Background: an optimization exercise with open tools, aiming at small area, a short achievable clock period and few clock cycles. Do not read the settings as production practice. RTL that was checked went through simulation tests only; none was proved equivalent to the original. No activity file was given, so power comes from the tool's default toggle rates.

==> flow/design.v (excerpt) <==
module nibble_packer #(
    parameter BMAX = 64
) (
    input  wire       clk,
    input  wire       rst,      
    input  wire       sel,
    input  wire       we,
    input  wire [7:0] addr,
    input  wire [7:0] wdata,
    output wire [7:0] rdata,
    output wire       ready
);
Settings: LEC_CHECK=0, ABC_CLOCK_PERIOD_IN_PS=4000, CAP_MARGIN=20, CORE_MARGIN=2, CORE_UTILIZATION=35, PLACE_DENSITY=0.45, SETUP_SLACK_MARGIN=3.4, SLEW_MARGIN=20, SYNTH_HIERARCHICAL=1; clock period 7.5 ns.
run.sh (not shown) runs the stock make flow with config.mk's settings and CLKGATE_MAP_FILE= SYNTH_SCRIPT=/design/flow/synth_recipe.tcl, a recipe that flattens the netlist after the stock synthesis.
Testbench counts at the start, summed over its fixed seeds: cycles 29,371.
==> next run, changes <==
--- a/flow/design.v
+++ b/flow/design.v
@@ -26,19 +26,19 @@
     reg [7:0]          olen_q;
     reg [8*BMAX-1:0]   byte_q;    
     reg [4*NMAX-1:0]   nib_q;     
     reg [7:0]          pa_q;      
     reg [7:0]          rd_q;      
     reg                fm_q;      
     reg                wv_q;      
     reg [7:0]          ba_q;      
     reg [7:0]          wd_q;      
-    wire hit = (addr == pa_q);
+    wire hit = ~fm_q & (addr == pa_q);
     assign ready = we | hit;
     assign rdata = rd_q;
     wire wr     = sel & we;
     wire rd_hit = sel & ~we & hit;
     wire rd_mis = sel & ~we & ~hit & ~fm_q;
     wire wr_cmd = wr & (addr == 8'h00);
     wire wr_len = wr & (addr == 8'h01);
     wire       c_illegal = (wdata[7:3] != 5'd0);
     wire [1:0] c_op      = wdata[1:0];
@@ -171,30 +171,32 @@
             fm_q <= 1'b0;
             wv_q <= 1'b1;
             rd_q <= wr_cmd ? {4'b0000, cmd_ecode, (cmd_ecode != E_NONE), 1'b1} : status_q;
         end else if (wv_q) begin
             if (rd_hit) begin
                 pa_q <= 8'h03;
                 ba_q <= 8'h04;
                 rd_q <= olen_q;
             end else if (rd_mis) begin
+                pa_q <= addr;
                 ba_q <= addr;
                 fm_q <= 1'b1;
             end else begin
                 ba_q <= 8'h03;
             end
             wv_q <= 1'b0;
         end else if (fm_q | rd_hit) begin
             pa_q <= ba_q;
             ba_q <= ba_q + 8'd1;
             fm_q <= 1'b0;
             rd_q <= fdata;
         end else if (rd_mis) begin
+            pa_q <= addr;
             ba_q <= addr;
             fm_q <= 1'b1;
         end
     end
 endmodule
 module np_sel3 #(
     parameter W = 8
 ) (
     input  wire         a,
@@ -207,51 +209,18 @@
 );
     assign o = ({W{a}} & x) | ({W{b}} & y) | ({W{c}} & z);
 endmodule
 module np_aomux #(
     parameter N = 64,
     parameter W = 8
 ) (
     input  wire [N-1:0]   s,
     input  wire [N*W-1:0] d,
-    output wire [W-1:0]   o
+    output reg  [W-1:0]   o
 );
-    localparam N2 = (N % 3 == 0) ? 0 : (N % 3 == 2) ? 1 : 2;
-    localparam N3 = (N - 2 * N2) / 3;
-    localparam NG = N3 + N2;
-    wire [NG*W-1:0] gn;    
-    genvar i, b;
-    generate
-        for (i = 0; i < N3; i = i + 1) begin : g3
-            np_aoi3 #(.W(W)) u (.s(s[3*i +: 3]), .d(d[3*W*i +: 3*W]), .on(gn[W*i +: W]));
-        end
-        for (i = 0; i < N2; i = i + 1) begin : g2
-            np_aoi2 #(.W(W)) u (.s(s[3*N3 + 2*i +: 2]), .d(d[W*(3*N3 + 2*i) +: 2*W]),
-                                .on(gn[W*(N3 + i) +: W]));
-        end
-        for (b = 0; b < W; b = b + 1) begin : ob
-            wire [NG-1:0] col;
-            for (i = 0; i < NG; i = i + 1) begin : c
-                assign col[i] = gn[W*i + b];
-            end
-            assign o[b] = ~&col;
-        end
-    endgenerate
+    integer i;
+    always @(*) begin
+        o = {W{1'b0}};
+        for (i = 0; i < N; i = i + 1)
+            o = o | ({W{s[i]}} & d[W*i +: W]);
+    end
 endmodule
-module np_aoi3 #(
-    parameter W = 8
-) (
-    input  wire [2:0]     s,
-    input  wire [3*W-1:0] d,
-    output wire [W-1:0]   on
-);
-    assign on = ~(({W{s[0]}} & d[0 +: W]) | ({W{s[1]}} & d[W +: W]) | ({W{s[2]}} & d[2*W +: W]));
-endmodule
-module np_aoi2 #(
-    parameter W = 8
-) (
-    input  wire [1:0]     s,
-    input  wire [2*W-1:0] d,
-    output wire [W-1:0]   on
-);
-    assign on = ~(({W{s[0]}} & d[0 +: W]) | ({W{s[1]}} & d[W +: W]));
-endmodule
- wire length came out higher by 22%
- hold slack gets worse by 0.020 ns
- synthesized cell count goes up by about 4%
- setup slack gains 0.11 ns
- power fell by about 0.4%
- area after synthesis climbs by about 2%
- sequential power hardly moves
- critical path depth falls by 8
- sequential cell count stays the same
- combinational power decreases by about 3%
- die area grows by about 2%
- first-iteration DRC count is higher by 3.5%
- cell area rises by about 1.9%
The RTL of the second run of this note was laid out without a check of its function.


nibble_packer, a different RTL version from the one above (not shown whole).
For scale: ~5,200 cells after synthesis.
==> module nibble_packer, before the edit <==
module nibble_packer #(
    parameter BMAX = 64
) (
    input  wire       clk,
    input  wire       rst,      
    input  wire       sel,
    input  wire       we,
    input  wire [7:0] addr,
    input  wire [7:0] wdata,
    output wire [7:0] rdata,
    output wire       ready
);
    localparam NMAX = 2 * BMAX;
    localparam [1:0] OP_NOP    = 2'd0;
    localparam [1:0] OP_PACK   = 2'd1;
    localparam [1:0] OP_UNPACK = 2'd2;
    localparam [1:0] OP_CLEAR  = 2'd3;
    localparam [1:0] E_NONE        = 2'd0;
    localparam [1:0] E_INVALID_LEN = 2'd1;
    localparam [1:0] E_LEN_RANGE   = 2'd2;
    localparam [1:0] E_ILLEGAL_CMD = 2'd3;
    reg [7:0]          cmd_q;
    reg [7:0]          len_q;
    reg                done_q;
    reg [1:0]          ecode_q;
    reg [7:0]          olen_q;
    reg [8*BMAX-1:0]   byte_q;    
    reg [4*NMAX-1:0]   nib_q;     
    reg [7:0]          pa_q;      
    reg                fm_q;      
    reg [7:0]          fa_q;      
    reg [7:0]          rd_q;      
    wire hit    = ~fm_q & (addr == pa_q);
    assign ready = we | hit;
    assign rdata = rd_q;
    wire wr     = sel & we;
    wire rd_hit = sel & ~we & hit;
    wire rd_mis = sel & ~we & ~hit & ~fm_q;
    wire wr_cmd = wr & (addr == 8'h00);
    wire wr_len = wr & (addr == 8'h01);
    wire       c_illegal = (wdata[7:3] != 5'd0);
    wire [1:0] c_op      = wdata[1:0];
    wire       c_zs      = wdata[2];
    wire pack_odd     = len_q[0];
    wire pack_range   = (len_q > NMAX);
    wire unpack_range = (len_q > BMAX);
    wire is_nop    = wr_cmd & ~c_illegal & (c_op == OP_NOP);
    wire is_pack   = wr_cmd & ~c_illegal & (c_op == OP_PACK);
    wire is_unpack = wr_cmd & ~c_illegal & (c_op == OP_UNPACK);
    wire is_clear  = wr_cmd & ~c_illegal & (c_op == OP_CLEAR);
    wire pack_ok   = is_pack & ~pack_odd & ~pack_range;
    wire unpack_ok = is_unpack & ~unpack_range;
    reg [1:0] cmd_ecode;
    always @(*) begin
        if (c_illegal)
            cmd_ecode = E_ILLEGAL_CMD;
        else if (c_op == OP_PACK && pack_odd)
            cmd_ecode = E_INVALID_LEN;
        else if (c_op == OP_PACK && pack_range)
            cmd_ecode = E_LEN_RANGE;
        else if (c_op == OP_UNPACK && unpack_range)
            cmd_ecode = E_LEN_RANGE;
        else
            cmd_ecode = E_NONE;
    end
    always @(posedge clk) begin
        if (rst) begin
            cmd_q   <= 8'h00;
            len_q   <= 8'h00;
            done_q  <= 1'b0;
            ecode_q <= E_NONE;
            olen_q  <= 8'h00;
        end else begin
            if (wr_len)
                len_q <= wdata;
            if (wr_cmd) begin
                cmd_q   <= wdata;
                done_q  <= 1'b1;
                ecode_q <= cmd_ecode;
                if (pack_ok)
                    olen_q <= len_q >> 1;
                else if (unpack_ok)
                    olen_q <= len_q << 1;
                else if (!is_nop)
                    olen_q <= 8'h00;    
                if (is_clear)
                    len_q <= 8'h00;
            end
        end
    end
    wire zero_b = rst | is_clear | (unpack_ok & c_zs);    
    wire zero_n = rst | is_clear | (pack_ok & c_zs);      
    wire [BMAX-1:0] b_pk, b_w, b_h;
    wire [NMAX-1:0] n_uk, n_w, n_h;
    wire [8*BMAX-1:0] byte_d;
    wire [4*NMAX-1:0] nib_d;
    genvar g;
    generate
        for (g = 0; g < BMAX; g = g + 1) begin : bcell
            assign b_pk[g] = pack_ok & (g < (len_q >> 1));
            assign b_w[g]  = wr & (addr == 8'h40 + g);
            assign b_h[g]  = ~(pack_ok | zero_b | b_w[g]);
            np_sel3 #(.W(8)) u_sel (
                .a(b_pk[g]), .x({nib_q[8*g +: 4], nib_q[8*g+4 +: 4]}),
                .b(b_w[g]),  .y(wdata),
                .c(b_h[g]),  .z(byte_q[8*g +: 8]),
                .o(byte_d[8*g +: 8]));
        end
        for (g = 0; g < NMAX; g = g + 1) begin : ncell
            assign n_uk[g] = unpack_ok & ((g >> 1) < len_q);
            assign n_w[g]  = wr & (addr == 8'h80 + g);
            assign n_h[g]  = ~(unpack_ok | zero_n | n_w[g]);
            np_sel3 #(.W(4)) u_sel (
                .a(n_uk[g]), .x((g % 2 == 0) ? byte_q[8*(g/2) + 4 +: 4] : byte_q[8*(g/2) +: 4]),
                .b(n_w[g]),  .y(wdata[3:0]),
                .c(n_h[g]),  .z(nib_q[4*g +: 4]),
                .o(nib_d[4*g +: 4]));
        end
    endgenerate
    always @(posedge clk) begin
        byte_q <= byte_d;
        nib_q  <= nib_d;
    end
    wire [7:0] status_q = {4'b0000, ecode_q, (ecode_q != E_NONE), done_q};
    wire [7:0] fa = fa_q;
    wire [BMAX-1:0] rs_b;
    wire [NMAX-1:0] rs_n;
    wire [7:0] rb;
    wire [3:0] rn;
    generate
        for (g = 0; g < BMAX; g = g + 1) begin : rsb
            assign rs_b[g] = (fa == 8'h40 + g);
        end
        for (g = 0; g < NMAX; g = g + 1) begin : rsn
            assign rs_n[g] = (fa == 8'h80 + g);
        end
    endgenerate
    np_aomux #(.N(BMAX), .W(8)) u_rb (.s(rs_b), .d(byte_q), .o(rb));
    np_aomux #(.N(NMAX), .W(4)) u_rn (.s(rs_n), .d(nib_q), .o(rn));
    reg [7:0] fdata;
    always @(*) begin
        case (fa)
            8'h00: fdata = cmd_q;
            8'h01: fdata = len_q;
            8'h02: fdata = status_q;
            8'h03: fdata = olen_q;
            8'h04: fdata = BMAX[7:0];
            default: fdata = rb | {4'b0000, rn};
        endcase
    end
    always @(posedge clk) begin
        if (rst) begin
            pa_q <= 8'h00;
            fa_q <= 8'h01;
            fm_q <= 1'b0;
            rd_q <= 8'h00;
        end else if (wr) begin
            pa_q <= 8'h02;
            fa_q <= 8'h03;
            fm_q <= 1'b0;
            rd_q <= wr_cmd ? {4'b0000, cmd_ecode, (cmd_ecode != E_NONE), 1'b1} : status_q;
        end else if (fm_q | rd_hit) begin
            pa_q <= fa_q;
            fa_q <= fa_q + 8'd1;
            fm_q <= 1'b0;
            rd_q <= fdata;
        end else if (rd_mis) begin
            pa_q <= addr;
            fa_q <= addr;
            fm_q <= 1'b1;
        end
    end
endmodule
Settings: LEC_CHECK=0, ABC_CLOCK_PERIOD_IN_PS=4000, CAP_MARGIN=20, CORE_MARGIN=2, CORE_UTILIZATION=35, SETUP_SLACK_MARGIN=3.4, SLEW_MARGIN=20, SYNTH_HIERARCHICAL=1; clock period 7.5 ns.
Change:
--- a/flow/design.v
+++ b/flow/design.v
@@ -29,5 +29,4 @@
     reg [7:0]          pa_q;      
     reg                fm_q;      
-    reg [7:0]          fa_q;      
     reg [7:0]          rd_q;      
     wire hit    = ~fm_q & (addr == pa_q);
@@ -123,5 +122,5 @@
     end
     wire [7:0] status_q = {4'b0000, ecode_q, (ecode_q != E_NONE), done_q};
-    wire [7:0] fa = fa_q;
+    wire [7:0] fa = fm_q ? pa_q : pa_q + 8'd1;    
     wire [BMAX-1:0] rs_b;
     wire [NMAX-1:0] rs_n;
@@ -152,20 +151,16 @@
         if (rst) begin
             pa_q <= 8'h00;
-            fa_q <= 8'h01;
             fm_q <= 1'b0;
             rd_q <= 8'h00;
         end else if (wr) begin
             pa_q <= 8'h02;
-            fa_q <= 8'h03;
             fm_q <= 1'b0;
             rd_q <= wr_cmd ? {4'b0000, cmd_ecode, (cmd_ecode != E_NONE), 1'b1} : status_q;
         end else if (fm_q | rd_hit) begin
-            pa_q <= fa_q;
-            fa_q <= fa_q + 8'd1;
+            pa_q <= fa;
             fm_q <= 1'b0;
             rd_q <= fdata;
         end else if (rd_mis) begin
             pa_q <= addr;
-            fa_q <= addr;
             fm_q <= 1'b1;
         end
After rerunning: Power hardly moves. Synthesized area rises by about 0.47%. Combinational power barely changes. Flip-flop and latch count fell by 8. Routed wire length goes up by 4.2%. Die area rises by 0.46%. Setup slack is worse by 0.16 ns. Fmax fell by about 3.5%. Final cell count goes up by about 0.8%.
No functional check of the RTL was part of any run of this note.

[what the ideal ports hide]
The results above use ideal ports. As a check the final layouts listed here were re-extracted and re-timed, cells and wires unchanged. Step 1 (the two cells are an assumption about what drives the block):
set clk [get_ports {clk}]
set_driving_cell -lib_cell sky130_fd_sc_hd__clkbuf_16 $clk
set_driving_cell -lib_cell sky130_fd_sc_hd__buf_2 [delete_from_list [all_inputs] $clk]
Step 2, shift: input delay + t, output delay - t, t = (earliest + latest rising clock arrival at the registers) / 2. This alone moves slack from input paths to output paths. a / b / c = ideal ports / drivers / drivers and shift; a / b = the first two.
| run | t, ns | setup slack, ns | latest minus earliest clock arrival (ns) | worst register clock-pin slew, ns | pins driven straight from the clock port |
|---|---|---|---|---|---|
| the first run of note 1 | 0.855 | 3.151 / 3.151 / 3.151 | 0.029 / 0.029 | 0.06 / 0.06 | 1 |
| the second run of note 1 | 0.871 | 3.260 / 3.235 / 2.859 | 0.053 / 0.054 | 0.06 / 0.06 | 1 |
| the first run of note 2 | 0.858 | 3.170 / 3.170 / 2.405 | 0.038 / 0.038 | 0.07 / 0.07 | 1 |
| the second run of note 2 | 0.864 | 3.014 / 3.014 / 2.466 | 0.068 / 0.068 | 0.07 / 0.07 | 1 |
After both steps every run listed still meets setup and hold. For the first run of note 2, which loses most, drivers alone change the setup slack by 0.000 ns; drivers and shift together by -0.765 ns.
